This is an optimization exercise on Yosys and OpenROAD, whose aim is small area and a short achievable clock period, not a production implementation.
Only simulation tests tie the RTL to the original design; equivalence was not proved.
Power is estimated from default activity; no workload was simulated.

### flow/design.v
module adc_scan_engine #(
    parameter [3:0] READALL_SCAN_MODE = 4'd3
) (
    input  wire        clk,
    input  wire        rst,           
    input  wire        req_valid,
    input  wire [15:0] req_word,
    output wire        req_ready,
    output wire        bus_cfg,       
    output wire        xfer_req,
    output wire [15:0] xfer_tx,
    input  wire        xfer_ack,
    input  wire [15:0] xfer_rx,
    input  wire [4:0]  slot_addr,
    output wire [15:0] slot_data,
    output wire [15:0] status,
    output wire [15:0] lastcmd
);
    localparam [2:0] ST_UNINIT  = 3'd0,
                     ST_INIT    = 3'd1,
                     ST_IDLE    = 3'd2,
                     ST_PRIMING = 3'd3,
                     ST_STEADY  = 3'd4;
    localparam [1:0] OP_INIT  = 2'd0,
                     OP_CHAN  = 2'd1,
                     OP_RANGE = 2'd2,
                     OP_ALL   = 2'd3;
    localparam [1:0] W_IN    = 2'd0,    
                     W_B1    = 2'd1,    
                     W_B2    = 2'd2,    
                     W_DEAD  = 2'd3;    
    reg  [2:0]  state;
    reg         xreq;         
    reg         t_init;       
    reg         t_sweep;      
    reg  [3:0]  t_chan;       
    reg         adv;          
    reg  [3:0]  x;            
    reg  [1:0]  w;            
    reg  [4:0]  idx;          
    reg  [4:0]  len;
    reg         ok;
    reg         hv;           
    reg  [11:0] hold;         
    reg  [2:0]  nrot;         
    reg  [11:0] rd_q;         
    reg  [383:0] ring;
    wire st_init   = (state == ST_INIT);
    wire st_prim   = (state == ST_PRIMING);
    wire st_steady = (state == ST_STEADY);
    wire busy      = state[0] | state[2];
    wire [1:0] req_op   = req_word[15:14];
    wire       req_rsvd = req_word[13];
    wire [4:0] req_n    = req_word[12:8];
    wire [7:0] req_a    = req_word[7:0];
    assign req_ready = !req_rsvd &&
                       ((state == ST_IDLE) ||
                        (state == ST_UNINIT && req_op == OP_INIT));
    wire accept = req_valid && req_ready;
    assign bus_cfg = st_init && !xreq;
    wire [3:0] a_clamped = req_a[7]           ? 4'd0  :
                           (req_a[6:4] != 0)  ? 4'd15 : req_a[3:0];
    wire [3:0] n_m1       = req_n[3:0] - 4'd1;
    wire [3:0] sweep_chan = (req_n == 5'd0) ? 4'd0  :
                            (req_n > 5'd16) ? 4'd15 : n_m1;
    wire [1:0] a_win = (req_a[7:4] == 4'b0000) ? W_IN :
                       (req_a[7:4] == 4'b1111) ? W_B1 :
                       (req_a[7:4] == 4'b1110) ? W_B2 : W_DEAD;
    wire [15:0] word = {t_init, 2'b00, t_sweep, !t_init, t_chan,
                        t_init, 3'b000, !t_init, !t_init, 1'b0};
    assign xfer_req = xreq;
    assign xfer_tx  = word;
    wire [3:0]  rx_tag     = xfer_rx[15:12];
    wire [11:0] rx_payload = xfer_rx[11:0];
    wire        match      = (w == W_IN) && (rx_tag == x);
    wire [11:0] validated  = match ? rx_payload : 12'd0;
    wire xfer_done = xreq && xfer_ack;
    wire [4:0] idx_p1    = idx + 5'd1;
    wire       last_slot = (idx_p1 == len);
    wire [3:0] x_p1 = x + 4'd1;
    wire [2:0] pdist  = idx[2:0] + nrot;
    wire       wr_now = hv && (pdist == 3'd1);
    wire       wr_nxt = hv && (pdist == 3'd2);
    wire       raise  = st_steady && !xreq && (wr_now || wr_nxt) && !last_slot;
    always @(posedge clk) begin
        if (rst) begin
            state <= ST_UNINIT;
            xreq  <= 1'b0;
            hv    <= 1'b0;
        end else begin
            case (state)
                ST_UNINIT, ST_IDLE: begin
                    if (accept) begin
                        state <= (req_op == OP_INIT) ? ST_INIT : ST_PRIMING;
                        xreq  <= (req_op != OP_INIT);
                    end
                end
                ST_INIT: begin
                    if (xfer_done) begin
                        state <= ST_IDLE;
                        xreq  <= 1'b0;
                    end else begin
                        xreq  <= 1'b1;
                    end
                end
                ST_PRIMING: begin
                    if (xfer_done) begin
                        if (len == 5'd0) begin
                            state <= ST_IDLE;
                            xreq  <= 1'b0;
                        end else begin
                            state <= ST_STEADY;
                        end
                    end
                end
                default: begin    
                    if (xfer_done) begin
                        hv   <= 1'b1;
                        xreq <= 1'b0;
                    end else if (raise) begin
                        xreq <= 1'b1;
                    end
                    if (wr_now) begin
                        if (!xfer_done)
                            hv <= 1'b0;
                        if (last_slot)
                            state <= ST_IDLE;
                    end
                end
            endcase
        end
    end
    always @(posedge clk) begin
        if (!busy) begin
            if (accept) begin
                t_init  <= (req_op == OP_INIT);
                t_sweep <= (req_op == OP_ALL);
                t_chan  <= (req_op == OP_INIT) ? 4'd0 :
                           (req_op == OP_ALL)  ? sweep_chan : a_clamped;
                adv     <= (req_op == OP_RANGE);
                x       <= (req_op == OP_ALL) ? 4'd15 : (req_a[3:0] - 4'd1);
                w       <= (req_op == OP_ALL) ? W_IN : a_win;
                idx     <= 5'd0;
                if (req_op != OP_INIT)
                    len <= (req_op == OP_CHAN) ? 5'd1 : req_n;
                if (req_op == OP_ALL)
                    ok  <= 1'b1;
            end
        end else begin
            if (xfer_done && !st_init) begin
                x <= x_p1;
                if (adv && st_prim && len != 5'd0)
                    t_chan <= x_p1 + 4'd1;
                if (st_steady) begin
                    hold <= validated;
                    if (t_sweep)
                        ok <= ok & match;
                    if (x == 4'd15)
                        w <= {w[1] == w[0], w[1] | !w[0]};
                end
            end
            if (adv && raise)
                t_chan <= x_p1;
            if (wr_now)
                idx <= idx_p1;
        end
    end
    always @(posedge clk) begin
        if (rst)
            nrot <= 3'd0;
        else
            nrot <= nrot - 3'd1;
    end
    genvar p;
    generate
        for (p = 0; p < 32; p = p + 1) begin : g_ring
            if (p % 8 == 0) begin : g_entry
                wire wr_here = wr_now && (idx[4:3] == p / 8);
                always @(posedge clk)
                    ring[12*p +: 12] <= wr_here ? hold : ring[12*(p+1) +: 12];
            end else begin : g_plain
                always @(posedge clk)
                    ring[12*p +: 12] <= ring[12*(p - p % 8 + (p % 8 + 1) % 8) +: 12];
            end
        end
    endgenerate
    wire [2:0]  rd_pos = slot_addr[2:0] + nrot;
    wire [32:0] rd_sel;
    wire [11:0] rd_word;
    genvar b, k;
    generate
        for (p = 0; p < 32; p = p + 1) begin : g_sel
            assign rd_sel[p] = (slot_addr[4:3] == p / 8) && (rd_pos == p % 8);
        end
        assign rd_sel[32] = 1'b0;
        for (b = 0; b < 12; b = b + 1) begin : g_rd
            wire [10:0] part_n;
            for (k = 0; k < 11; k = k + 1) begin : g_part
                adc_scan_aoi222 u_aoi (
                    .a (ring[12*(3*k) + b]),     .sa(rd_sel[3*k]),
                    .b (ring[12*(3*k+1) + b]),   .sb(rd_sel[3*k+1]),
                    .c ((3*k+2 < 32) ? ring[12*((3*k+2)%32) + b] : 1'b0),
                    .sc(rd_sel[3*k+2]),
                    .y (part_n[k])
                );
            end
            assign rd_word[b] = ~&part_n;
        end
    endgenerate
    always @(posedge clk)
        rd_q <= rd_word;
    assign slot_data = {4'd0, rd_q};
    assign status    = {6'd0, len, ok, busy, state};
    assign lastcmd   = word;
endmodule
module adc_scan_aoi222 (
    input  wire a,
    input  wire sa,
    input  wire b,
    input  wire sb,
    input  wire c,
    input  wire sc,
    output wire y
);
    assign y = ~((a & sa) | (b & sb) | (c & sc));
endmodule
### flow/flow/run.sh
#!/bin/bash
# Standard layout (standard.sh) with two changes:
#  - the port buffers are the smallest plain buffer; repair_design and
#    repair_timing resize them where needed;
#  - clock tree synthesis with larger sink clusters, clkbuf_8 buffers and no
#    dummy balancing loads.
set -e -o pipefail
export BUFFER_PORTS_ARGS="-buffer_cell sky130_fd_sc_hd__buf_1"
export CTS_ARGS="-sink_clustering_enable -repair_clock_nets -dont_use_dummy_load -buf_list sky130_fd_sc_hd__clkbuf_8 -sink_clustering_size 16 -sink_clustering_max_diameter 60"
bash standard.sh > standard.log 2>&1
### flow/standard.sh
#!/bin/bash
# synth_recipe.tcl (not shown) runs the flow's synth.tcl, then flattens the netlist and writes it again
# the make line also repeats each setting of config.mk as NAME=value (left out here)
make -C /OpenROAD-flow-scripts/flow DESIGN_CONFIG=/design/flow/config.mk WORK_HOME=/design/flow/orfs CLKGATE_MAP_FILE= SYNTH_SCRIPT=/design/flow/synth_recipe.tcl "${@:-finish}"
### flow/config.mk
export PLATFORM = sky130hd
export DESIGN_NAME = adc_scan_engine
export DESIGN_NICKNAME = adc_scan_engine
export VERILOG_FILES = /design/flow/design.v
export SDC_FILE = /design/flow/constraint.sdc
export NUM_CORES = 4
export LEC_CHECK = 0
export CAP_MARGIN = 20
export CORE_MARGIN = 2
export CORE_UTILIZATION = 55
export SETUP_SLACK_MARGIN = 3.2
export SLEW_MARGIN = 20
export SYNTH_HIERARCHICAL = 1
export SYNTH_MINIMUM_KEEP_SIZE = 0
### flow/constraint.sdc
create_clock -name core_clock -period 6.0 [get_ports {clk}]
set_input_delay 1.2000 -clock core_clock [delete_from_list [all_inputs] [get_ports {clk}]]
set_output_delay 1.2000 -clock core_clock [all_outputs]
set_load 0.01 [all_outputs]
==> results.json, run 1 <==
{
  "outcome": "finished clean",
  "fin_crit_ps": 2940,
  "dieArea_um2": 25600,
  "synthArstFlopShare_pct": 0,
  "drt_iter0_markers": 1204,
  "grtUsageTotal_pct": 24.1,
  "seqCellArea_um2": 9180,
  "ys_ff_latch": 440,
  "synthFlopType": "dfxtp_1",
  "drc": 0,
  "area_growth_pct": 12.5,
  "clock_latency_ps": 540,
  "overflow": 0,
  "initial_core_util_pct": 55.6,
  "cp_top_family": "simple AND/OR/NAND/NOR gates",
  "finalSetupTns_ps": 0,
  "clockBufferDepth": 3,
  "crit_top_cell": "nand4_1",
  "vias": 8510,
  "path_cells": "buf_6 > ha_4 > fa_2 > nor2_2 > nand2_4 > nor2_4 > a222oi_1 > nand4_1 > nor2_1 > nand4_1",
  "synth_top_area_cell": "dfxtp_1",
  "layout-drive-gt1-share_pct": 17.2,
  "yosysUniqueCellTypes": 57,
  "setup_violations": 0,
  "synth.area.mux_share_pct": 5.03,
  "die_w_um": 160,
  "cts.clk_slew.worst_paths_ps": 100,
  "synth_edf_count": 36,
  "portBuffers": 85,
  "dp_slack_ps": 2370,
  "hpwl_um": 21900,
  "worst-setup-path-type": "primary input to register",
  "start_kind": "primary input",
  "skew_ps": 28.1,
  "path_buf_inv": 1,
  "netlist_instances": 985,
  "nets": 1174,
  "drt_wl_total_um": 30700,
  "synthXorXnorAreaFrac_pct": 1.68,
  "first_pass_iters": 8,
  "vias_per_cell": 5.90,
  "final_hold_viol_count": 0,
  "crit_arrival_ps": 3340,
  "numCtsBuffers": 34,
  "cts-root-buf": "clkbuf_8",
  "avgSynthCellArea_um2": 13.6,
  "endpoint_kind": "register",
  "grt_pass1_vias": 8556,
  "cp_max_fo": 12,
  "antenna_found_initial": 0,
  "diodes": 0,
  "ioPinCount": 108,
  "synth_adder_area_share_pct": 1.23,
  "drv_slew": 0,
  "coreArea_um2": 24100,
  "rsz0062_at_grt": "yes",
  "gp_congestion": 0.831,
  "synth_compound_area_share_pct": 12.1,
  "vdd_ir_drop_max_v": 0.000216,
  "synth_seq_area_share_pct": 68.4,
  "multi_input_area_um2": 4390,
  "netlist_area_um2": 13400,
  "rows": 57,
  "fin_crit_sh_pct": 48.9,
  "powerDensity_nw_per_um2": 311,
  "cts_max_level": 2,
  "synth_area_leaders": "dfxtp_1, a222oi_1, edfxtp_1, mux2_4, buf_4",
  "relSlewSlack_pct": 47.9,
  "hold_class": "register to register",
  "synth_simple_gate_area_share_pct": 7.95,
  "yosys_warnings": 7,
  "drv_cap": 0,
  "wl_per_cell_um": 21.3,
  "synth_top_family_by_area": "compound AO/OA/AOI/OAI gates",
  "clock.fmax_mhz": 341,
  "critPathMaxStageDelay_ps": 580,
  "yosysTopAreaCellShare_pct": 60.4,
  "cts_sinks": 440,
  "tritoncts": "yes",
  "p_leak_uw": 0.00552,
  "slowest_stage": "fa_2",
  "antenna_left": 0,
  "grt_max_degree": 17,
  "grt_first_pass_wirelength_um": 48000,
  "worst_slew_pin_slew_ps": 782,
  "die_y_um": 160,
  "fin_ws_ps": 3060,
  "crit_required_ps": 6400,
  "n_fill_cell": 1980
}
==> per-module statistics from Yosys, one instance, submodules excluded <==
module / flip-flops and latches / area (µm²) / cells inside / copies in the design
adc_scan_engine: 440 / 12100 / 853 / 1
adc_scan_aoi222: 0 / 10.0 / 1 / 132
==> report_power, final <==
group | switching (µW) | internal [µW]
combinational | 210 | 110
sequential | 14.2 | 2970
clock | 866 | 512
total | 1090 | 3590
==> routing by layer <==
metal	wire length [µm]	global-route usage (%)	vias to the layer above
met3	1480	3.09	54
li1	-	-	3984
met1	14100	33.9	4198
met2	14300	39.3	274
met4	722	6.88	0
met5	0	0	-
==> registers in the layout, indices dropped and copies added, names as in the netlist <==
register	flops
adv	1
hold	12
hv	1
idx	5
len	5
nrot	3
ok	1
rd_q	12
ring	384
state	3
t_chan	4
t_init	1
t_sweep	1
w	2
x	4
xreq	1
==> worst reg2reg max path, stage by stage, from the launching register on <==
cell	delay, ps
edfxtp_1	410
ha_2	210
inv_2	60
fa_2	470
xor2_2	180
nor4b_2	320
nand4_1	240
nor2_4	160
a21oi_1	60
a21oi_2	260
==> logic make-up after synthesis <==
logic type,Yosys count
buffers and inverters,74
muxes,50
other,1
AOI/OAI and AO/OA,180
xor gates and xnor gates,24
adders and majority gates,12
DFF,440
and+or+nand+nor,204
==> layout by cell type, fill, tap and decap left out, drive strengths merged, types with 5 or more instances in the layout <==
cell	count
dfxtp	404
inv	17
ha	10
xor2	9
edfxtp	36
buf	109
a222oi	133
nor4	5
clkbuf	34
nand2	28
nor3	10
xnor2	15
nand4	42
o21ai	15
a22oi	6
nand3	10
a21oi	12
nor2	73
mux2	49
conb	46
and2	18
==> cells in the mapped netlist, types with 6 or more instances <==
master,number
dfxtp_1,404
a222oi_1,133
nor2_1,69
nand4_1,42
buf_4,41
edfxtp_1,36
mux2_4,30
nand2_1,26
and2_1,18
mux2_2,18
inv_1,17
o21ai_0,15
xnor2_1,14
a21oi_1,12
ha_1,10
nand3_1,9
nor3_1,9
xor2_1,8
a22oi_1,6
clkbuf_1,6
==> final timing paths <==
| kind | start | endpoint | slack, ps | depth (start not counted) |
|---|---|---|---|---|
| hold / removal | ring[59]$_DFF_P_ | ring[47]$_DFF_P_ | 320 | 0 |
| setup reg to reg | idx[0]$_SDFFCE_PP0P_ | t_chan[1]$_DFFE_PP_ | 3360 | 9 |
| setup / recovery | slot_addr[0] | rd_q[0]$_DFF_P_ | 3060 | 10 |
| hold reg to reg | ring[59]$_DFF_P_ | ring[47]$_DFF_P_ | 320 | 0 |
==> cell type report <==
type | instances | area share [%]
flip-flops and latches | 440 | 60.9
multi-input cells | 517 | 29.1
repair buffers | 109 | 3.76
clock buffers | 34 | 3.10
well taps | 324 | 2.69
inverters | 19 | 0.481
==> repair_timing <==
item / 4_1_cts / 5_1_grt
setup buffers: 14 / 8
gates cloned: 1 / 0
setup endpoints to repair: 38 / 50
hold buffers: 0 / 0
resized for setup: 53 / 10
pin swaps: 52 / 24
==> metrics by stage <==
step | area [µm²] | util [%] | hold slack (ps) | cells | power (µW)
after floorplan | 13800 | - | 330 | 1030 | 3230
after global placement | 14100 | 58.6 | 333 | 1386 | 3290
after detailed placement | 14100 | 58.6 | 336 | 1386 | 3300
after CTS | 15000 | 62.1 | 329 | 1435 | 4710
after global routing | 15100 | 62.5 | 332 | 1443 | 4860
final | 15100 | 62.5 | 324 | 1443 | 4680
==> run 2, diff against run 1 <==
--- a/flow/design.v
+++ b/flow/design.v
@@ -187,3 +187,3 @@
     wire [2:0]  rd_pos = slot_addr[2:0] + nrot;
-    wire [32:0] rd_sel;
+    wire [31:0] rd_sel;
     wire [11:0] rd_word;
@@ -194,6 +194,5 @@
         end
-        assign rd_sel[32] = 1'b0;
         for (b = 0; b < 12; b = b + 1) begin : g_rd
             wire [10:0] part_n;
-            for (k = 0; k < 11; k = k + 1) begin : g_part
+            for (k = 0; k < 10; k = k + 1) begin : g_part
                 adc_scan_aoi222 u_aoi (
@@ -201,4 +200,3 @@
                     .b (ring[12*(3*k+1) + b]),   .sb(rd_sel[3*k+1]),
-                    .c ((3*k+2 < 32) ? ring[12*((3*k+2)%32) + b] : 1'b0),
-                    .sc(rd_sel[3*k+2]),
+                    .c (ring[12*(3*k+2) + b]),   .sc(rd_sel[3*k+2]),
                     .y (part_n[k])
@@ -206,2 +204,7 @@
             end
+            adc_scan_aoi22 u_aoi_last (
+                .a (ring[12*30 + b]), .sa(rd_sel[30]),
+                .b (ring[12*31 + b]), .sb(rd_sel[31]),
+                .y (part_n[10])
+            );
             assign rd_word[b] = ~&part_n;
@@ -226 +229,10 @@
 endmodule
+module adc_scan_aoi22 (
+    input  wire a,
+    input  wire sa,
+    input  wire b,
+    input  wire sb,
+    output wire y
+);
+    assign y = ~((a & sa) | (b & sb));
+endmodule
==> results.json, run 2 <==
{
  "cts-root-buf": "clkbuf_8",
  "top_regs": "ring (384), hold (12), rd_q (12)",
  "gp_congestion": 0.817,
  "start_kind": "primary input",
  "yosysTopAreaCellShare_pct": 60.2,
  "skew_ps": 54.4,
  "min_delay_path_depth": 0,
  "drt_iter0_markers": 1024,
  "fin_crit_ps": 3080,
  "mostFrequentLayoutCells": "dfxtp_1, a222oi_1, buf_1",
  "area_growth_pct": 15.7,
  "instances_no_fill": 1457,
  "rsz0062_at_grt": "yes",
  "power_frac_clock_pct": 29.3,
  "synth_compound_area_share_pct": 12.3,
  "r2r_slack_ps": 3250,
  "finalSetupTns_ps": 0,
  "netlist_area_um2": 13400,
  "vdd_ir_drop_max_v": 0.000204,
  "diodes": 0,
  "antenna_left": 0,
  "vias_per_cell": 5.98,
  "synth_adder_area_share_pct": 1.23,
  "first_pass_iters": 9,
  "outcome": "finished clean",
  "crit_arrival_ps": 3470,
  "vias": 8715,
  "dieArea_um2": 25700,
  "combPwrFrac_pct": 7.6,
  "synthFlopType": "dfxtp_1",
  "switching_share_pct": 23.3,
  "yosys_warnings": 7,
  "hpwl_um": 22800,
  "numCtsBuffers": 35,
  "hold_class": "register to register",
  "synth_edf_count": 36,
  "die_w_um": 160,
  "nets": 1188,
  "synth_simple_gate_area_share_pct": 7.93,
  "relSlewSlack_pct": 31.9,
  "worst_slew_pin_slew_ps": 1010,
  "cts_sinks": 440,
  "synth_seq_area_share_pct": 68.3,
  "clockBufferDepth": 3,
  "reg2reg_depth": 9,
  "crit_required_ps": 6390,
  "initial_core_util_pct": 55.6,
  "clock.fmax_mhz": 325,
  "final_common_cell": "dfxtp_1",
  "drt_wl_total_um": 35700,
  "avgSynthCellArea_um2": 13.6,
  "drc": 0,
  "internal-power_uw": 3620,
  "die_y_um": 160,
  "wl_per_cell_um": 24.5,
  "powerDensity_nw_per_um2": 304,
  "ys_ff_latch": 440,
  "synth_common_cells": "dfxtp_1, a222oi_1, nor2_1, nand4_1, buf_4",
  "tritoncts": "yes",
  "rows": 57,
  "yosys.cell_count.top_type": "dfxtp_1",
  "setup_violations": 0,
  "synth_top_family_by_area": "compound AO/OA/AOI/OAI gates",
  "drv_cap": 0,
  "synth_top_area_cell": "dfxtp_1",
  "largest_reg_flops": 384,
  "grt_first_pass_wirelength_um": 52200,
  "synth_area_leaders": "dfxtp_1, a222oi_1, edfxtp_1, mux2_4, buf_4",
  "synthXorXnorAreaFrac_pct": 1.68,
  "endpoint_kind": "register",
  "drv_slew": 0,
  "yosysUniqueCellTypes": 58,
  "sequentialPowerShare_pct": 63.1,
  "dp.cells": 1362,
  "cp_max_fo": 6,
  "grtUsageTotal_pct": 27.4,
  "synthArstFlopShare_pct": 0,
  "portBuffers": 85,
  "p_sw_uw": 1100,
  "largest-register": "ring",
  "critPathMaxStageDelay_ps": 690,
  "worstHoldEndpoint": "ring[323]$_DFF_P_",
  "ioPinCount": 108,
  "fin_crit_sh_pct": 51.3,
  "p_leak_uw": 0.00571,
  "netlist_instances": 985,
  "r2r-end": "t_chan[3]$_DFFE_PP_",
  "n_fill_cell": 1830,
  "layout-drive-gt1-share_pct": 21.2,
  "coreArea_um2": 24200,
  "final_hold_viol_count": 0,
  "grt_pass1_vias": 8483,
  "grt_max_degree": 17,
  "hold_path_startpoint": "ring[335]$_DFF_P_",
  "path_cells": "buf_8 > ha_4 > fa_2 > xor2_4 > nand3_4 > buf_6 > nor2_4 > buf_12 > a222oi_1 > nand4_1",
  "cts_max_level": 2,
  "slowest_stage": "a222oi_1",
  "cts.clk_slew.worst_paths_ps": 100,
  "synth.area.mux_share_pct": 5.02,
  "worst-setup-path-type": "primary input to register",
  "overflow": 0,
  "clock_latency_ps": 530,
  "antenna_found_initial": 0,
  "worstReg2RegStart": "idx[0]$_SDFFCE_PP0P_"
}
run 2: modules after synthesis (local to each module, per instance):
| module | area [µm²] | flip-flops and latches |
|---|---|---|
| adc_scan_engine | 12100 | 440 |
| adc_scan_aoi222 | 10.0 | 0 |
| adc_scan_aoi22 | 12.5 | 0 |
run 2: worst max path at each step:
| stage | startpoint | endpoint | cells past startpoint |
|---|---|---|---|
| floorplan | slot_addr[0] | rd_q[11]$_DFF_P_ | 9 |
| global placement | slot_addr[0] | rd_q[6]$_DFF_P_ | 8 |
| detailed placement | slot_addr[0] | rd_q[6]$_DFF_P_ | 8 |
| CTS | slot_addr[0] | rd_q[6]$_DFF_P_ | 9 |
| global route | slot_addr[0] | rd_q[5]$_DFF_P_ | 12 |
| finish | slot_addr[0] | rd_q[6]$_DFF_P_ | 10 |
run 2: stage by stage:
stage | setup WS, ps | cell area, µm² | util, % | total power (µW) | hold slack, ps
final | 2920 | 15500 | 64.3 | 4720 | 289
after global routing | 2920 | 15500 | 64.3 | 4890 | 292
after CTS | 3020 | 15400 | 63.6 | 4720 | 292
after detailed placement | 1920 | 14000 | 58.1 | 3280 | 336
after global placement | 1840 | 14000 | 58.1 | 3280 | 332
after floorplan | 2990 | 13700 | - | 3210 | 330
run 2: cell type report:
type,instances,area (µm²),share of cell area [%]
sequential,440,9180,59.0
tap,324,405,2.61
timing repair buffer,145,1060,6.79
multi-input combinational,494,4350,28.0
clock buffer,35,482,3.10
inverter,19,75.1,0.483
run 2: routing by layer:
metal,GRT usage (%),part of all wire [%],up-vias,routed length [µm]
met1,36.1,41,4297,14800
li1,-,-,4004,-
met3,4.68,7.1,88,2520
met5,0,0,-,0
met4,13.1,4.9,0,1760
met2,44.3,47,326,16600
run 2: critical path, delay by kind of cell:
| kind | cells | cell delay (ps) |
|---|---|---|
| xor gates and xnor gates | 1 | 230 |
| adders and majority gates | 2 | 570 |
| and+or+nand+nor | 3 | 380 |
| buffers and inverters | 3 | 380 |
| AOI/OAI and AO/OA | 1 | 690 |
run 2: power groups by stage:
stage | clock [µW] | sequential (µW) | combinational (µW)
floorplan | 0 | 3040 | 170
global route | 1530 | 2980 | 378
CTS | 1410 | 2980 | 327
finish | 1380 | 2980 | 361
global placement | 0 | 3050 | 233
detailed placement | 0 | 3050 | 233
run 2: timing repair:
action | in CTS | in global routing
resized for setup | 65 | 18
cloned | 1 | 1
buffers inserted | 48 | 10
pin swaps | 57 | 30
hold buffers | 0 | 0
setup endpoints to repair | 39 | 39
run 2: logic make-up (layout without fill, tap and decap cells):
kind of cell,Yosys count,count (layout)
mux,50,50
xor+xnor,24,24
other cells,1,22
compound gates,180,180
flops,440,440
fa+ha+maj,12,12
simple gates,204,206
buf+inv,74,199
==> run 3, diff against run 2 <==
--- a/flow/config.mk
+++ b/flow/config.mk
@@ -10,3 +10,3 @@
 export CORE_UTILIZATION = 55
-export SETUP_SLACK_MARGIN = 3.2
+export SETUP_SLACK_MARGIN = 3.05
 export SLEW_MARGIN = 20
==> results.json, run 3 <==
{
  "outcome": "finished clean",
  "vias_per_cell": 6.00,
  "dp.cells": 1362,
  "nets": 1176,
  "dieArea_um2": 25700,
  "layout-drive-gt1-share_pct": 19.9,
  "power_frac_clock_pct": 29.4,
  "start_kind": "primary input",
  "p_leak_uw": 0.00564,
  "synthFlopType": "dfxtp_1",
  "ys_ff_latch": 440,
  "antenna_found_initial": 0,
  "overflow": 0,
  "relSlewSlack_pct": 31.8,
  "die_y_um": 160,
  "synthXorXnorAreaFrac_pct": 1.68,
  "area_growth_pct": 14.5,
  "clockBufferDepth": 3,
  "yosysTopAreaCellShare_pct": 60.2,
  "grt_pass1_vias": 8472,
  "cts_sinks": 440,
  "synth_simple_gate_area_share_pct": 7.93,
  "largest-register": "ring",
  "crit_arrival_ps": 3430,
  "powerDensity_nw_per_um2": 306,
  "drt_wl_total_um": 35100,
  "grtUsageTotal_pct": 27.1,
  "clock_latency_ps": 520,
  "tritoncts": "yes",
  "cts_max_level": 2,
  "grt_max_degree": 17,
  "wl_per_cell_um": 24.3,
  "fin_ws_ps": 2970,
  "die_w_um": 160,
  "avgSynthCellArea_um2": 13.6,
  "synth_top_family_by_area": "compound AO/OA/AOI/OAI gates",
  "initial_core_util_pct": 55.6,
  "synth_compound_area_share_pct": 12.3,
  "synth_common_cells": "dfxtp_1, a222oi_1, nor2_1, nand4_1, buf_4",
  "synth_area_leaders": "dfxtp_1, a222oi_1, edfxtp_1, mux2_4, buf_4",
  "endpoint_kind": "register",
  "crit_required_ps": 6390,
  "drc": 0,
  "numCtsBuffers": 35,
  "worst-setup-path-type": "primary input to register",
  "r2r_slack_ps": 3160,
  "vias": 8670,
  "rsz0062_at_grt": "yes",
  "grt_first_pass_wirelength_um": 51600,
  "netlist_area_um2": 13400,
  "vdd_ir_drop_max_v": 0.000203,
  "fin_crit_ps": 3030,
  "post_dp_cell_area_um2": 14000,
  "dp_slack_ps": 1920,
  "top_regs": "ring (384), hold (12), rd_q (12)",
  "drv_slew": 0,
  "ioPinCount": 108,
  "instances_no_fill": 1445,
  "rows": 57,
  "synth_top_area_cell": "dfxtp_1",
  "synthArstFlopShare_pct": 0,
  "cts-root-buf": "clkbuf_8",
  "design_area_um2": 15400,
  "cts.clk_slew.worst_paths_ps": 100,
  "drv_cap": 0,
  "cp_max_fo": 9,
  "post-route-util_pct": 63.6,
  "synth.area.mux_share_pct": 5.02,
  "yosysUniqueCellTypes": 58,
  "synth_adder_area_share_pct": 1.23,
  "setup_violations": 0,
  "hpwl_um": 22800,
  "fin_crit_sh_pct": 50.6,
  "yosys_warnings": 7,
  "largest_reg_flops": 384,
  "synth_edf_count": 36,
  "coreArea_um2": 24200,
  "p_sw_uw": 1090,
  "antenna_left": 0,
  "sequentialPowerShare_pct": 63.4,
  "cts_hold_buf": 0,
  "diodes": 0,
  "skew_ps": 49.8,
  "gp_congestion": 0.817,
  "drt_iter0_markers": 1108,
  "yosys.cell_count.top_type": "dfxtp_1",
  "mostFrequentLayoutCells": "dfxtp_1, a222oi_1, buf_1",
  "worst_slew_pin_slew_ps": 1010,
  "portBuffers": 85,
  "final_common_cell": "dfxtp_1",
  "synth_seq_area_share_pct": 68.3,
  "combPwrFrac_pct": 7.2,
  "first_pass_iters": 7,
  "switching_share_pct": 23.2,
  "netlist_instances": 985,
  "hold_class": "register to register",
  "final_hold_viol_count": 0,
  "clock.fmax_mhz": 330,
  "internal-power_uw": 3610,
  "finalSetupTns_ps": 0
}
[run 3: logic make-up after synthesis]
group                      Yosys count
DFF                                440
buffers and inverters               74
and+or+nand+nor                    204
adders and majority gates           12
AOI/OAI and AO/OA                  180
muxes                               50
xor gates and xnor gates            24
other                                1
[run 3: power groups by stage]
stage          Combinational (µW)  Sequential [µW]  Clock (µW)
6_report                      339             2980        1380
2_1_floorplan                 170             3040           0
3_5_place_dp                  233             3050           0
3_3_place_gp                  233             3050           0
4_1_cts                       311             2980        1410
5_1_grt                       356             2980        1530
[run 3: final cells by class]
type	instances	area [µm²]
multi-input combinational	493	4320
inverter	19	75.1
timing repair buffer	134	916
clock buffer	35	482
sequential	440	9170
fill	1848	8800
tap	324	405
[run 3: what timing repair did]
item	in CTS	in global routing
gates resized for setup	51	13
endpoints found under the setup margin	21	33
pin swaps	39	25
setup buffers	38	9
cloned	1	0
[run 3: final timing paths]
check,start,end,cells past startpoint
hold reg to reg,ring[335]$_DFF_P_,ring[323]$_DFF_P_,0
setup reg to reg,idx[0]$_SDFFCE_PP0P_,t_chan[3]$_DFFE_PP_,9
setup / recovery,slot_addr[0],rd_q[6]$_DFF_P_,9
hold / removal,ring[335]$_DFF_P_,ring[323]$_DFF_P_,0
[run 3: stage by stage]
step	total power, µW	hold slack, ps
after floorplan	3210	330
after global placement	3280	332
after detailed placement	3280	336
after CTS	4700	292
after global routing	4870	292
final	4700	292
[run 3: routing by layer]
layer  share of wire [%]  vias to the layer above  GRT usage [%]
li1                    -                     3977              -
met1                  43                     4258           36.4
met2                  46                      350           42.5
met3                 6.9                       85           4.78
met4                 4.9                        0           13.4
met5                   0                        -              0
[run 3: per-module statistics from Yosys (local to each module, per instance)]
module,cell area [µm²],flops+latches,times used,cells inside
adc_scan_aoi222,10.0,0,120,1
adc_scan_engine,12100,440,1,853
adc_scan_aoi22,12.5,0,12,1
[run 3: worst max-delay path: stages]
cell	delay [ps]
buf_8	100
ha_4	150
fa_2	420
xor2_4	230
nand3_4	180
buf_4	140
nor2_4	70
a222oi_1	760
nand4_1	160
==> run 4, diff against run 3 <==
==> flow/flow/run.sh (replaced) <==
#!/bin/bash
# Standard layout (standard.sh) with two changes:
#  - the port buffers are the smallest plain buffer; repair_design and
#    repair_timing resize them where needed;
#  - clock tree synthesis with larger sink clusters, clkbuf_8 buffers and no
#    dummy balancing loads;
#  - one tie cell drives all constant outputs.
set -e -o pipefail
export BUFFER_PORTS_ARGS="-buffer_cell sky130_fd_sc_hd__buf_1"
export SKIP_REPAIR_TIE_FANOUT=1
export CTS_ARGS="-sink_clustering_enable -repair_clock_nets -dont_use_dummy_load -buf_list sky130_fd_sc_hd__clkbuf_8 -sink_clustering_size 20 -sink_clustering_max_diameter 70"
bash standard.sh > standard.log 2>&1
--- a/flow/config.mk
+++ b/flow/config.mk
@@ -10,3 +10,3 @@
 export CORE_UTILIZATION = 55
-export SETUP_SLACK_MARGIN = 3.05
+export SETUP_SLACK_MARGIN = 3.2
 export SLEW_MARGIN = 20
==> results.json, run 4 <==
{
  "outcome": "finished clean",
  "vias": 8816,
  "synth_simple_gate_area_share_pct": 7.93,
  "die_w_um": 160,
  "critPathMaxStageDelay_ps": 420,
  "worst-setup-path-type": "primary input to register",
  "skew_ps": 57.5,
  "path_buf_inv": 3,
  "coreArea_um2": 24200,
  "yosysTopAreaCellShare_pct": 60.2,
  "ioPinCount": 108,
  "startpoint": "slot_addr[0]",
  "cp_max_fo": 5,
  "rsz0062_at_grt": "yes",
  "yosysUniqueCellTypes": 58,
  "synth_compound_area_share_pct": 12.3,
  "clockBufferDepth": 3,
  "hold_class": "register to register",
  "synth.area.mux_share_pct": 5.02,
  "setup_violations": 0,
  "reg2reg_depth": 10,
  "clock_latency_ps": 600,
  "drt_iter0_markers": 1109,
  "start_kind": "primary input",
  "netlist_area_um2": 13400,
  "yosys_warnings": 7,
  "worstReg2RegStart": "idx[0]$_SDFFCE_PP0P_",
  "final_hold_viol_count": 0,
  "r2r-end": "t_chan[3]$_DFFE_PP_",
  "p_leak_uw": 0.00573,
  "grt_max_degree": 23,
  "hpwl_um": 21800,
  "hold_path_startpoint": "ring[347]$_DFF_P_",
  "grtUsageTotal_pct": 28.7,
  "grt_first_pass_wirelength_um": 54800,
  "synth_top_family_by_area": "compound AO/OA/AOI/OAI gates",
  "synthArstFlopShare_pct": 0,
  "ys_ff_latch": 440,
  "largest_reg_flops": 384,
  "initial_core_util_pct": 55.6,
  "synth_common_cells": "dfxtp_1, a222oi_1, nor2_1, nand4_1, buf_4",
  "synth_seq_area_share_pct": 68.3,
  "path_cells": "buf_6 > ha_4 > fa_2 > buf_12 > xnor2_4 > nand2_4 > nor2_4 > buf_6 > a222oi_1 > nand4_1 > nor2_2 > nand4_1",
  "tritoncts": "yes",
  "cts-root-buf": "clkbuf_8",
  "dieArea_um2": 25700,
  "largest-register": "ring",
  "synth_edf_count": 36,
  "wl_per_cell_um": 25.8,
  "antenna_found_initial": 0,
  "antenna_left": 0,
  "fin_crit_sh_pct": 49.3,
  "rows": 57,
  "first_pass_iters": 6,
  "seqCellArea_um2": 9180,
  "dp.cells": 1344,
  "grt_pass1_vias": 8712,
  "r2r_slack_ps": 3300,
  "diodes": 0,
  "endpoint_kind": "register",
  "portBuffers": 85,
  "vias_per_cell": 6.10,
  "final_common_cell": "dfxtp_1",
  "top_regs": "ring (384), hold (12), rd_q (12)",
  "cp_top_family": "simple AND/OR/NAND/NOR gates",
  "overflow": 0,
  "cts_max_level": 1,
  "cts.clk_slew.worst_paths_ps": 120,
  "synth_top_area_cell": "dfxtp_1",
  "vdd_ir_drop_max_v": 0.000230,
  "gp_congestion": 0.806,
  "cts_sinks": 440,
  "area_growth_pct": 16.7,
  "synthXorXnorAreaFrac_pct": 1.68,
  "die_y_um": 160,
  "finalSetupTns_ps": 0,
  "yosys.cell_count.top_type": "dfxtp_1",
  "instances_no_fill": 1445,
  "powerDensity_nw_per_um2": 295,
  "numCtsBuffers": 26,
  "drv_cap": 0,
  "avgSynthCellArea_um2": 13.6,
  "drt_wl_total_um": 37200,
  "clock.fmax_mhz": 338,
  "worstHoldEndpoint": "ring[335]$_DFF_P_",
  "slowest_stage": "a222oi_1",
  "multi_input_area_um2": 4290,
  "p_total_uw": 4630,
  "mostFrequentLayoutCells": "dfxtp_1, a222oi_1, buf_1",
  "n_fill_cell": 1772,
  "nets": 1176,
  "synth_area_leaders": "dfxtp_1, a222oi_1, edfxtp_1, mux2_4, buf_4",
  "layout-drive-gt1-share_pct": 22.3,
  "relSlewSlack_pct": 40.2,
  "netlist_instances": 985,
  "min_delay_path_depth": 0,
  "worst_slew_pin_slew_ps": 897,
  "synth_adder_area_share_pct": 1.23,
  "cts_hold_buf": 0,
  "crit_arrival_ps": 3430,
  "synthFlopType": "dfxtp_1",
  "drv_slew": 0,
  "drc": 0,
  "crit_required_ps": 6470,
  "fin_crit_ps": 2960
}
## run 4: Yosys stat by module, one instance, submodules excluded
module	area, µm²	cells	flops+latches	times used
adc_scan_aoi22	12.5	1	0	12
adc_scan_aoi222	10.0	1	0	120
adc_scan_engine	12100	853	440	1
## run 4: cell type report
cell class,instances,share of cell area [%]
sequential,440,58.5
timing repair buffer,164,8.76
tap,324,2.59
inverter,19,0.479
multi-input combinational,472,27.3
clock buffer,26,2.28
## run 4: what timing repair did
item / 4_1_cts / 5_1_grt
buffers inserted: 64 / 9
gates resized for setup: 63 / 21
pin swaps: 60 / 34
setup endpoints to repair: 47 / 36
gates cloned: 2 / 0
## run 4: kinds of logic after synthesis
family | after synthesis
AOI/OAI and AO/OA | 180
xor gates and xnor gates | 24
adders and majority gates | 12
buffers and inverters | 74
DFF | 440
muxes | 50
other | 1
and+or+nand+nor | 204
## run 4: routing by layer
| layer | GRT usage, % | wire [µm] | vias to the layer above |
|---|---|---|---|
| met5 | 0 | 0 | - |
| met1 | 39.3 | 15700 | 4336 |
| met2 | 47.3 | 17500 | 384 |
| li1 | - | - | 4007 |
| met4 | 9.13 | 1340 | 0 |
| met3 | 4.34 | 2700 | 89 |
## run 4: worst max-delay path by stage
stage | end | slack (ps) | depth (start not counted)
after floorplan | rd_q[11]$_DFF_P_ | 2990 | 9
after global placement | rd_q[8]$_DFF_P_ | 2160 | 10
after detailed placement | rd_q[11]$_DFF_P_ | 2100 | 10
after CTS | status[3] | 3060 | 3
after global routing | rd_q[4]$_DFF_P_ | 2970 | 13
final | rd_q[4]$_DFF_P_ | 3040 | 12
## run 4: power breakdown
group / leakage [µW] / internal, µW / switching (µW)
clock network: 0.000187 / 391 / 843
logic: 0.00197 / 162 / 251
registers: 0.00357 / 2970 / 14.2
## run 4: metrics by stage
step	hold slack [ps]	util [%]	instance area (µm²)	setup WS (ps)
floorplan	330	-	13600	2990
global placement	332	57.8	14000	2160
detailed placement	336	57.9	14000	2100
CTS	314	64.1	15500	3060
global route	311	64.8	15700	2970
finish	318	64.8	15700	3040
==> run 5, diff against run 4 <==
--- a/flow/design.v
+++ b/flow/design.v
@@ -55,6 +55,13 @@
     wire [7:0] req_a    = req_word[7:0];
-    assign req_ready = !req_rsvd &&
-                       ((state == ST_IDLE) ||
-                        (state == ST_UNINIT && req_op == OP_INIT));
-    wire accept = req_valid && req_ready;
+    wire can_start = !req_rsvd &&
+                     ((state == ST_IDLE) ||
+                      (state == ST_UNINIT && req_op == OP_INIT));
+    adc_scan_ready u_ready (
+        .rsvd     (req_rsvd),
+        .op       (req_op),
+        .st_idle  (state == ST_IDLE),
+        .st_uninit(state == ST_UNINIT),
+        .ready    (req_ready)
+    );
+    wire accept = req_valid && can_start;
     assign bus_cfg = st_init && !xreq;
@@ -186,3 +193,16 @@
     endgenerate
-    wire [2:0]  rd_pos = slot_addr[2:0] + nrot;
+    wire [2:0] rd_p, rd_pos;
+    wire [2:0] rd_g = slot_addr[2:0] & nrot;
+    wire [2:0] rd_c = {rd_g[1] | (rd_p[1] & rd_g[0]), rd_g[0], 1'b0};
+    genvar i;
+    generate
+        for (i = 0; i < 3; i = i + 1) begin : g_rdp
+            adc_scan_xor2 u_p (.a(slot_addr[i]), .b(nrot[i]), .y(rd_p[i]));
+            if (i == 0) begin : g_s0
+                assign rd_pos[i] = rd_p[i];
+            end else begin : g_s
+                adc_scan_xor2 u_s (.a(rd_p[i]), .b(rd_c[i]), .y(rd_pos[i]));
+            end
+        end
+    endgenerate
     wire [31:0] rd_sel;
@@ -238 +258,17 @@
 endmodule
+module adc_scan_xor2 (
+    input  wire a,
+    input  wire b,
+    output wire y
+);
+    assign y = a ^ b;
+endmodule
+module adc_scan_ready (
+    input  wire       rsvd,
+    input  wire [1:0] op,
+    input  wire       st_idle,
+    input  wire       st_uninit,
+    output wire       ready
+);
+    assign ready = !rsvd && (st_idle || (st_uninit && op == 2'd0));
+endmodule
==> flow/flow/run.sh (replaced) <==
#!/bin/bash
# Standard layout (standard.sh) with two changes:
#  - the port buffers are the smallest plain buffer; repair_design and
#    repair_timing resize them where needed;
#  - clock tree synthesis with larger sink clusters, clkbuf_8 buffers and no
#    dummy balancing loads.
set -e -o pipefail
export BUFFER_PORTS_ARGS="-buffer_cell sky130_fd_sc_hd__buf_1"
export CTS_ARGS="-sink_clustering_enable -repair_clock_nets -dont_use_dummy_load -buf_list sky130_fd_sc_hd__clkbuf_8 -sink_clustering_size 16 -sink_clustering_max_diameter 60"
bash standard.sh > standard.log 2>&1
==> results.json, run 5 <==
{
  "drt_iter0_markers": 1221,
  "dp_slack_ps": 2110,
  "initial_core_util_pct": 55.4,
  "largest_reg_flops": 384,
  "cts.clk_slew.worst_paths_ps": 100,
  "dieArea_um2": 25500,
  "tritoncts": "yes",
  "busiest_layer": "met2",
  "fin_crit_ps": 3170,
  "use_met2_pct": 42.6,
  "n_fill_cell": 1989,
  "cts_sinks": 440,
  "p_leak_uw": 0.00559,
  "crit_arrival_ps": 1970,
  "numCtsBuffers": 35,
  "yosysUniqueCellTypes": 64,
  "critPathMaxStageDelay_ps": 410,
  "largest-register": "ring",
  "crit_cells": 4,
  "drv_cap": 0,
  "cp_top_family": "simple AND/OR/NAND/NOR gates",
  "clockBufferDepth": 3,
  "post_dp_cell_area_um2": 14000,
  "synth_edf_count": 36,
  "vdd_ir_drop_max_v": 0.000278,
  "synthArstFlopShare_pct": 0,
  "slowest_stage": "or3b_4",
  "synth_area_leaders": "dfxtp_1, a222oi_1, edfxtp_1, mux2_1, buf_4",
  "fin_crit_sh_pct": 52.9,
  "ioPinCount": 108,
  "wl_per_cell_um": 22.7,
  "worst_slew_pin_slew_ps": 789,
  "outcome": "finished clean",
  "relSlewSlack_pct": 47.4,
  "yosysTopAreaCellShare_pct": 60.6,
  "drc": 0,
  "multi_input_area_um2": 4210,
  "start_kind": "primary input",
  "cts_max_level": 2,
  "cp_max_fo": 5,
  "antenna_left": 0,
  "grt_pass1_vias": 8497,
  "top_regs": "ring (384), hold (12), rd_q (12)",
  "yosys_warnings": 7,
  "cts-root-buf": "clkbuf_8",
  "yosys.cell_count.top_type": "dfxtp_1",
  "cts_hold_buf": 0,
  "seqCellArea_um2": 9170,
  "dp.cells": 1371,
  "die_w_um": 160,
  "startpoint": "req_word[15]",
  "vias": 8603,
  "reg2reg_depth": 7,
  "netlist_area_um2": 13300,
  "rows": 57,
  "grt_max_degree": 19,
  "avgSynthCellArea_um2": 13.5,
  "post-route-util_pct": 62.5,
  "r2r_slack_ps": 3320,
  "grt_first_pass_wirelength_um": 49800,
  "hold_class": "register to register",
  "final_hold_viol_count": 0,
  "synth_seq_area_share_pct": 68.7,
  "synth_common_cells": "dfxtp_1, a222oi_1, nor2_1, mux2_1, buf_4",
  "coreArea_um2": 24100,
  "area_growth_pct": 12.9,
  "ys_ff_latch": 440,
  "mostFrequentLayoutCells": "dfxtp_1, a222oi_1, buf_1",
  "antenna_found_initial": 0,
  "setup_violations": 0,
  "drt_wl_total_um": 32800,
  "endpoint_kind": "primary output",
  "path_buf_inv": 2,
  "path_cells": "buf_1 > or3b_4 > a21oi_2 > buf_2",
  "powerDensity_nw_per_um2": 310,
  "fin_ws_ps": 2830,
  "overflow": 0,
  "clock_latency_ps": 550,
  "worstReg2RegStart": "nrot[0]$_SDFF_PP0_",
  "hpwl_um": 22500,
  "vias_per_cell": 5.97,
  "skew_ps": 56.9,
  "grt.met3_usage_pct": 3.14,
  "gp_congestion": 0.826,
  "worst-setup-path-type": "primary input to primary output",
  "final_common_cell": "dfxtp_1",
  "first_pass_iters": 8,
  "nets": 1171,
  "die_y_um": 160,
  "clock.fmax_mhz": 315,
  "finalSetupTns_ps": 0,
  "grt.met1_usage_pct": 34.8,
  "grtUsageTotal_pct": 25.3,
  "diodes": 0,
  "portBuffers": 85,
  "synth_top_area_cell": "dfxtp_1",
  "crit_required_ps": 4800,
  "netlist_instances": 987,
  "drv_slew": 0,
  "instances_no_fill": 1442,
  "r2r-end": "ring[288]$_DFF_P_",
  "layout-drive-gt1-share_pct": 14.8,
  "design_area_um2": 15100,
  "rsz0062_at_grt": "yes",
  "setup.worst_path.end": "req_ready",
  "synthFlopType": "dfxtp_1"
}
[run 5: changes by cell type in the layout (fill, tap and decap cells not counted), sizes merged, moves of 4 or more]
| cell | before | now |
|---|---|---|
| clkbuf | 26 | 36 |
| buf | 164 | 127 |
| o21ai | 15 | 11 |
| a31oi | 0 | 4 |
| nand2 | 28 | 16 |
| xnor2 | 15 | 11 |
| conb | 1 | 22 |
[run 5: what timing repair did]
action                                  4_1_cts  5_1_grt
resized for setup                            54       16
gates cloned                                  2        2
buffers inserted                             22       10
endpoints found under the setup margin       46       32
endpoints found under the hold margin         0        0
pin swaps                                    35       35
[run 5: per-module statistics from Yosys (local to each module, per instance)]
module           flip-flops and latches  copies in the design
adc_scan_engine                     440                     1
adc_scan_xor2                         0                     5
adc_scan_ready                        0                     1
adc_scan_aoi22                        0                    12
adc_scan_aoi222                       0                   120
[run 5: stage by stage]
| stage | total power (µW) | hold WS, ps |
|---|---|---|
| after floorplan | 3210 | 330 |
| after global placement | 3270 | 333 |
| after detailed placement | 3270 | 336 |
| after CTS | 4680 | 338 |
| after global routing | 4850 | 339 |
| final | 4680 | 325 |
[run 5: power by group]
part	internal, µW	switching (µW)	total, µW
clock	526	859	1380
combinational	115	194	309
sequential	2970	14.4	2980
[run 5: worst min path at each step]
stage,start,to,slack [ps],cells after the start
CTS,ring[106]$_DFF_P_,ring[190]$_DFF_P_,340,0
global route,ring[106]$_DFF_P_,ring[190]$_DFF_P_,340,0
global placement,ring[335]$_DFF_P_,ring[323]$_DFF_P_,330,0
floorplan,ring[144]$_DFF_P_,ring[132]$_DFF_P_,330,0
detailed placement,ring[324]$_DFF_P_,ring[312]$_DFF_P_,340,0
finish,ring[106]$_DFF_P_,ring[190]$_DFF_P_,330,0
[run 5: final cells by class]
cell class / instances / area share (%)
multi-input combinational: 493 / 27.9
timing repair buffer: 128 / 4.80
sequential: 440 / 60.8
inverter: 22 / 0.573
clock buffer: 35 / 3.20
tap: 324 / 2.69
[run 5: worst reg2reg max path: stages, from the launching register on]
cell     delay, ps
dfxtp_1        460
ha_1           190
inv_1           50
fa_1           360
xnor3_1        240
and4b_1        370
nand3_2        450
mux2_1         500
[run 5: per-layer routing]
layer | share of wire, % | wire length, µm | vias to the layer above
li1 | - | - | 3996
met1 | 44 | 14300 | 4264
met2 | 48 | 15800 | 287
met3 | 5.5 | 1790 | 56
met4 | 2.6 | 840 | 0
met5 | 0 | 0 | -
[run 5: logic make-up (layout without fill, tap and decap cells)]
kind of cell    count (synthesis)  count (layout)  synth area share (%)
compound gates                184             184                  12.7
flops                         440             440                  68.7
xor+xnor                       25              25                  1.96
other cells                     1              22                0.0281
mux                            48              48                  4.05
fa+ha+maj                      12              12                  1.14
buf+inv                        78             185                  3.36
simple gates                  199             202                  8.02
==> run 6, diff against run 5 <==
--- a/flow/design.v
+++ b/flow/design.v
@@ -58,9 +58,9 @@
                       (state == ST_UNINIT && req_op == OP_INIT));
-    adc_scan_ready u_ready (
-        .rsvd     (req_rsvd),
-        .op       (req_op),
-        .st_idle  (state == ST_IDLE),
-        .st_uninit(state == ST_UNINIT),
-        .ready    (req_ready)
+    wire ready_n_rsvd;
+    adc_scan_o31ai u_ready0 (
+        .a1(state != ST_UNINIT), .a2(req_op[1]), .a3(req_op[0]),
+        .b1(state != ST_IDLE),
+        .y (ready_n_rsvd)
     );
+    adc_scan_nor2b u_ready1 (.a(req_rsvd), .b_n(ready_n_rsvd), .y(req_ready));
     wire accept = req_valid && can_start;
@@ -265,10 +265,17 @@
 endmodule
-module adc_scan_ready (
-    input  wire       rsvd,
-    input  wire [1:0] op,
-    input  wire       st_idle,
-    input  wire       st_uninit,
-    output wire       ready
-);
-    assign ready = !rsvd && (st_idle || (st_uninit && op == 2'd0));
-endmodule
+module adc_scan_o31ai (
+    input  wire a1,
+    input  wire a2,
+    input  wire a3,
+    input  wire b1,
+    output wire y
+);
+    assign y = ~((a1 | a2 | a3) & b1);
+endmodule
+module adc_scan_nor2b (
+    input  wire a,
+    input  wire b_n,
+    output wire y
+);
+    assign y = ~(a | ~b_n);
+endmodule
==> results.json, run 6 <==
{
  "outcome": "finished clean",
  "coreArea_um2": 24100,
  "yosys_warnings": 7,
  "start_kind": "primary input",
  "crit_required_ps": 4800,
  "diodes": 0,
  "yosysUniqueCellTypes": 64,
  "worst_slew_pin_slew_ps": 908,
  "antenna_left": 0,
  "p_leak_uw": 0.00545,
  "synthArstFlopShare_pct": 0,
  "instances_no_fill": 1427,
  "vdd_ir_drop_max_v": 0.000185,
  "rows": 57,
  "avgSynthCellArea_um2": 13.5,
  "reg2reg_depth": 8,
  "layout-drive-gt1-share_pct": 18.2,
  "grt_max_degree": 17,
  "die_w_um": 160,
  "ys_ff_latch": 440,
  "dp.cells": 1364,
  "switching_share_pct": 22.8,
  "sequentialPowerShare_pct": 64.2,
  "largest_reg_flops": 384,
  "synth_common_cells": "dfxtp_1, a222oi_1, nor2_1, mux2_2, buf_4",
  "powerDensity_nw_per_um2": 312,
  "hold_class": "register to register",
  "skew_ps": 44.7,
  "synth_seq_area_share_pct": 68.6,
  "combPwrFrac_pct": 6.7,
  "grt_pass1_vias": 8181,
  "min_delay_path_depth": 0,
  "overflow": 0,
  "worstHoldEndpoint": "ring[277]$_DFF_P_",
  "fin_crit_sh_pct": 49.5,
  "area_growth_pct": 11.9,
  "yosysTopAreaCellShare_pct": 60.5,
  "drv_slew": 0,
  "antenna_found_initial": 0,
  "clock_latency_ps": 550,
  "internal-power_uw": 3600,
  "cp_max_fo": 2,
  "netlist_area_um2": 13400,
  "relSlewSlack_pct": 39.4,
  "cts-root-buf": "clkbuf_8",
  "cts_sinks": 440,
  "synth_area_leaders": "dfxtp_1, a222oi_1, edfxtp_1, mux2_2, buf_4",
  "post-route-util_pct": 62.0,
  "setup_violations": 0,
  "design_area_um2": 14900,
  "vias": 8585,
  "netlist_instances": 989,
  "grtUsageTotal_pct": 24.9,
  "hold_slack_ps": 318,
  "r2r-end": "ring[199]$_DFF_P_",
  "power_frac_clock_pct": 29.1,
  "drv_cap": 0,
  "synth_top_area_cell": "dfxtp_1",
  "drt_wl_total_um": 33200,
  "crit_arrival_ps": 1770,
  "hpwl_um": 23500,
  "largest-register": "ring",
  "final_common_cell": "dfxtp_1",
  "finalSetupTns_ps": 0,
  "tritoncts": "yes",
  "mostFrequentLayoutCells": "dfxtp_1, a222oi_1, buf_1",
  "path_cells": "buf_8 > o31ai_4 > nor2b_4 > buf_6",
  "rsz0062_at_grt": "yes",
  "first_pass_iters": 9,
  "slowest_stage": "o31ai_4",
  "drt_iter0_markers": 1176,
  "top_regs": "ring (384), hold (12), rd_q (12)",
  "worstReg2RegStart": "nrot[0]$_SDFF_PP0_",
  "nets": 1156,
  "worst-setup-path-type": "primary input to primary output",
  "cts_hold_buf": 0,
  "die_y_um": 160,
  "drc": 0,
  "cts_max_level": 2,
  "numCtsBuffers": 34,
  "synth_edf_count": 36,
  "gp_congestion": 0.867,
  "initial_core_util_pct": 55.4,
  "critPathMaxStageDelay_ps": 200,
  "cts.clk_slew.worst_paths_ps": 100,
  "post_dp_cell_area_um2": 13900,
  "final_hold_viol_count": 0,
  "synthFlopType": "dfxtp_1",
  "ioPinCount": 108,
  "hold_path_startpoint": "ring[193]$_DFF_P_",
  "yosys.cell_count.top_type": "dfxtp_1",
  "clock.fmax_mhz": 337,
  "portBuffers": 85,
  "grt_first_pass_wirelength_um": 48300,
  "dieArea_um2": 25500,
  "p_sw_uw": 1060,
  "r2r_slack_ps": 3330,
  "endpoint_kind": "primary output",
  "wl_per_cell_um": 23.2,
  "fin_crit_ps": 2970,
  "vias_per_cell": 6.02,
  "clockBufferDepth": 3
}
run 6: cell types whose count changed after synthesis, moves of 3 or more:
cell and delta:
buf_4 +3, clkbuf_1 -3, mux2_2 +44, o21ai_0 +4, nand4_1 +3, mux2_1 -44, a21oi_1 -8
run 6: what timing repair did:
action,in CTS,in global routing
setup endpoints to repair,28,14
cloned,3,2
pin swaps,17,35
buffers inserted,20,4
resized for setup,59,24
run 6: per-stage QoR:
step,power [µW],worst slack (ps)
floorplan,3220,3080
global placement,3270,2280
detailed placement,3270,2260
CTS,4670,3020
global route,4820,3020
finish,4660,3030
run 6: power by group through the flow:
stage               Sequential (µW)  Clock [µW]  Combinational, µW
finish                         2990        1360                313
global placement               3060           0                217
detailed placement             3060           0                218
global route                   2990        1500                331
CTS                            2990        1390                285
floorplan                      3050           0                166
run 6: per-module statistics from Yosys (local to each module, per instance):
module           cell area, µm²  flops+latches  copies in the design  cells inside
adc_scan_xor2              8.76              0                     5             1
adc_scan_aoi222            10.0              0                   120             1
adc_scan_aoi22             12.5              0                    12             1
adc_scan_o31ai             12.5              0                     1             1
adc_scan_nor2b             13.8              0                     1             1
adc_scan_engine           11900            440                     1           850
run 6: area by class of cell:
class	count	area [µm²]
tap	324	405
multi-input combinational	495	4200
clock buffer	34	468
inverter	23	90.1
timing repair buffer	111	606
fill	1948	9160
sequential	440	9180
run 6: critical path, delay by kind of cell:
family,cells,cell delay (ps)
AOI/OAI and AO/OA,1,200
buffers and inverters,2,200
and+or+nand+nor,1,170
run 6: how the worst max path moves through the flow:
stage                  from                to  slack [ps]  cells past startpoint
2_1_floorplan  slot_addr[1]   rd_q[0]$_DFF_P_        3080                      9
3_3_place_gp   slot_addr[1]  rd_q[11]$_DFF_P_        2280                      9
3_5_place_dp   slot_addr[1]  rd_q[11]$_DFF_P_        2260                      9
4_1_cts        req_word[15]         req_ready        3020                      4
5_1_grt        req_word[15]         req_ready        3020                      4
6_report       req_word[15]         req_ready        3030                      4
run 6: per-layer routing:
layer  vias up  part of all wire [%]  global-route usage, %
met5         -                     0                      0
met4         0                   3.5                   9.71
met3        68                   5.9                   3.48
met2       312                    49                   42.3
met1      4231                    42                   32.5
li1       3974                     -                      -
run 6: logic make-up after synthesis:
family,after synthesis,share of synthesized area [%]
AO/OA/AOI/OAI,180,12.6
XOR/XNOR,25,1.98
adder cells (fa/ha/maj),12,1.14
buffers and inverters,80,3.57
flip-flops,440,68.6
multiplexers,49,4.12
other,1,0.0281
AND/OR/NAND/NOR,202,7.92
==> run 7, diff against run 6 <==
--- a/flow/config.mk
+++ b/flow/config.mk
@@ -14 +14,2 @@
 export SYNTH_MINIMUM_KEEP_SIZE = 0
+export TNS_END_PERCENT = 20
==> results.json, run 7 <==
{
  "netlist_instances": 989,
  "crit_arrival_ps": 3380,
  "crit_required_ps": 6360,
  "cts.clk_slew.worst_paths_ps": 90,
  "vdd_ir_drop_max_v": 0.000211,
  "rows": 57,
  "skew_ps": 60.9,
  "clock.fmax_mhz": 331,
  "grt_max_degree": 17,
  "ys_ff_latch": 440,
  "ioPinCount": 108,
  "gp_congestion": 0.827,
  "switching_share_pct": 22.8,
  "post-route-util_pct": 62.2,
  "endpoint_kind": "register",
  "fin_crit_sh_pct": 50.3,
  "die_y_um": 160,
  "outcome": "finished clean",
  "powerDensity_nw_per_um2": 312,
  "worst-setup-path-type": "primary input to register",
  "drv_slew": 0,
  "antenna_left": 0,
  "grtUsageTotal_pct": 25.4,
  "antenna_found_initial": 0,
  "p_leak_uw": 0.00550,
  "final_hold_viol_count": 0,
  "avgSynthCellArea_um2": 13.5,
  "first_pass_iters": 9,
  "area_growth_pct": 12.2,
  "rsz0062_at_grt": "yes",
  "synth_common_cells": "dfxtp_1, a222oi_1, nor2_1, mux2_2, buf_4",
  "yosys_warnings": 7,
  "start_kind": "primary input",
  "yosysTopAreaCellShare_pct": 60.5,
  "cp_max_fo": 11,
  "fin_crit_ps": 3020,
  "cts_sinks": 440,
  "nets": 1165,
  "synth_seq_area_share_pct": 68.6,
  "synth_area_leaders": "dfxtp_1, a222oi_1, edfxtp_1, mux2_2, buf_4",
  "vias": 8674,
  "finalSetupTns_ps": 0,
  "clockBufferDepth": 3,
  "drv_cap": 0,
  "mostFrequentLayoutCells": "dfxtp_1, a222oi_1, buf_1",
  "top_regs": "ring (384), hold (12), rd_q (12)",
  "coreArea_um2": 24100,
  "drt_wl_total_um": 33000,
  "hold_class": "register to register",
  "worst_slew_pin_slew_ps": 841,
  "synth_top_area_cell": "dfxtp_1",
  "netlist_area_um2": 13400,
  "overflow": 0,
  "largest-register": "ring",
  "combPwrFrac_pct": 6.7,
  "drc": 0,
  "numCtsBuffers": 35,
  "initial_core_util_pct": 55.4,
  "drt_iter0_markers": 1042,
  "synth_edf_count": 36,
  "synthArstFlopShare_pct": 0,
  "tritoncts": "yes",
  "layout-drive-gt1-share_pct": 18.2,
  "sequentialPowerShare_pct": 63.8,
  "internal-power_uw": 3610,
  "yosysUniqueCellTypes": 64,
  "synthFlopType": "dfxtp_1",
  "dieArea_um2": 25500,
  "cts-root-buf": "clkbuf_8",
  "clock_latency_ps": 550,
  "vias_per_cell": 6.04,
  "portBuffers": 85,
  "hpwl_um": 23200,
  "wl_per_cell_um": 23.0,
  "die_w_um": 160,
  "grt_first_pass_wirelength_um": 49600,
  "power_frac_clock_pct": 29.5,
  "diodes": 0,
  "setup_violations": 0,
  "grt_pass1_vias": 8371,
  "cts_max_level": 2,
  "final_common_cell": "dfxtp_1",
  "yosys.cell_count.top_type": "dfxtp_1",
  "largest_reg_flops": 384,
  "p_sw_uw": 1070,
  "relSlewSlack_pct": 43.9
}
run 7: final timing paths:
kind	cells past startpoint	to	slack (ps)	from
min reg2reg	0	ring[204]$_DFF_P_	320	ring[216]$_DFF_P_
max reg2reg	8	ring[104]$_DFF_P_	3130	nrot[0]$_SDFF_PP0_
min	0	ring[204]$_DFF_P_	320	ring[216]$_DFF_P_
max	10	rd_q[0]$_DFF_P_	2980	slot_addr[1]
run 7: cells by family (layout without fill, tap and decap cells):
kind of cell               count (synthesis)  after routing  synth area share [%]
and+or+nand+nor                          202            203                  7.92
muxes                                     49             49                  4.12
other                                      1             22                0.0281
buffers and inverters                     80            181                  3.57
AOI/OAI and AO/OA                        180            180                  12.6
adders and majority gates                 12             12                  1.14
xor gates and xnor gates                  25             25                  1.98
DFF                                      440            440                  68.6
run 7: power groups by stage:
stage	Clock, µW	Sequential (µW)	Combinational, µW
after CTS	1410	2990	298
final	1380	2990	312
after detailed placement	0	3060	221
after floorplan	0	3050	166
after global placement	0	3060	219
after global routing	1530	2990	334
run 7: area by class of cell:
class                           instances  area (µm²)
Tap cell                              324         405
Multi-Input combinational cell        491        4130
Clock buffer                           35         482
Fill cell                            1942        9120
Timing Repair Buffer                  123         703
Sequential cell                       440        9180
Inverter                               23        90.1
run 7: modules after synthesis (local to each module, per instance):
| module | cell area, µm² | copies in the design |
|---|---|---|
| adc_scan_aoi22 | 12.5 | 12 |
| adc_scan_aoi222 | 10.0 | 120 |
| adc_scan_engine | 11900 | 1 |
| adc_scan_nor2b | 13.8 | 1 |
| adc_scan_o31ai | 12.5 | 1 |
| adc_scan_xor2 | 8.76 | 5 |
run 7: timing repair:
| action | in CTS | in global routing |
|---|---|---|
| gates resized for setup | 64 | 5 |
| pin swaps | 17 | 7 |
| setup buffers | 33 | 0 |
| setup endpoints to repair | 28 | 39 |
| gates cloned | 0 | 1 |
| hold buffers | 0 | 0 |
run 7: layer usage:
| layer | vias to the layer above | part of all wire, % | GRT usage (%) |
|---|---|---|---|
| li1 | 3971 | - | - |
| met1 | 4275 | 43 | 34.7 |
| met2 | 351 | 47 | 41.3 |
| met3 | 77 | 5.7 | 3.58 |
| met5 | - | 0 | 0 |
| met4 | 0 | 3.7 | 9.87 |
run 7: metrics by stage:
step	cells	setup WS, ps	instance area [µm²]	hold slack, ps	total power [µW]
final	1436	2980	15000	319	4680
after global routing	1436	2990	15000	301	4850
after CTS	1435	3020	15000	309	4700
after detailed placement	1367	2150	13900	334	3280
after global placement	1366	2230	13900	333	3270
after floorplan	1010	3080	13500	330	3220
run 7: critical path, cell delays in order:
cell      delay (ps)
buf_8            110
xor2_4           140
a22o_4           250
xor2_4           220
or3_4            240
nor2_4           110
a222oi_1         610
nand4_1          210
nor2_2           180
nand4_1          100

re-timing with driven ports:
The flow's constraints put no driver on any port. The routed layouts listed below were extracted and timed again, unchanged, in two steps.
Step 1: set_driving_cell puts a clkbuf_16 on clk and a buf_2 on each other input, an assumption about the parent block.
Step 2, shift: input delay + t, output delay - t, t = (earliest + latest rising clock arrival at the registers) / 2. This alone moves slack from input paths to output paths.
Slacks: no drivers / after step 1 / after step 2; pairs: no drivers / after step 1.
| run | t (ns) | setup slack, ns | clock arrival spread, ns | cell pins on the clock port's net |
|---|---|---|---|---|
| run 1 | 0.571 | 3.063 / 3.072 / 2.501 | 0.029 / 0.028 | 1 |
| run 2 | 0.557 | 2.919 / 2.926 / 2.369 | 0.079 / 0.078 | 1 |
| run 3 | 0.558 | 2.967 / 2.973 / 2.415 | 0.076 / 0.076 | 1 |
| run 4 | 0.611 | 3.040 / 3.047 / 2.437 | 0.059 / 0.059 | 1 |
| run 5 | 0.556 | 2.828 / 2.808 / 2.565 | 0.077 / 0.077 | 1 |
| run 6 | 0.569 | 3.031 / 2.992 / 2.522 | 0.045 / 0.044 | 1 |
| run 7 | 0.561 | 2.982 / 2.949 / 2.427 | 0.062 / 0.063 | 1 |
After both steps setup and hold are still met in every run listed. The setup slack of run 4, which loses most, moves by +0.007 ns with the drivers and by -0.603 ns with both steps.
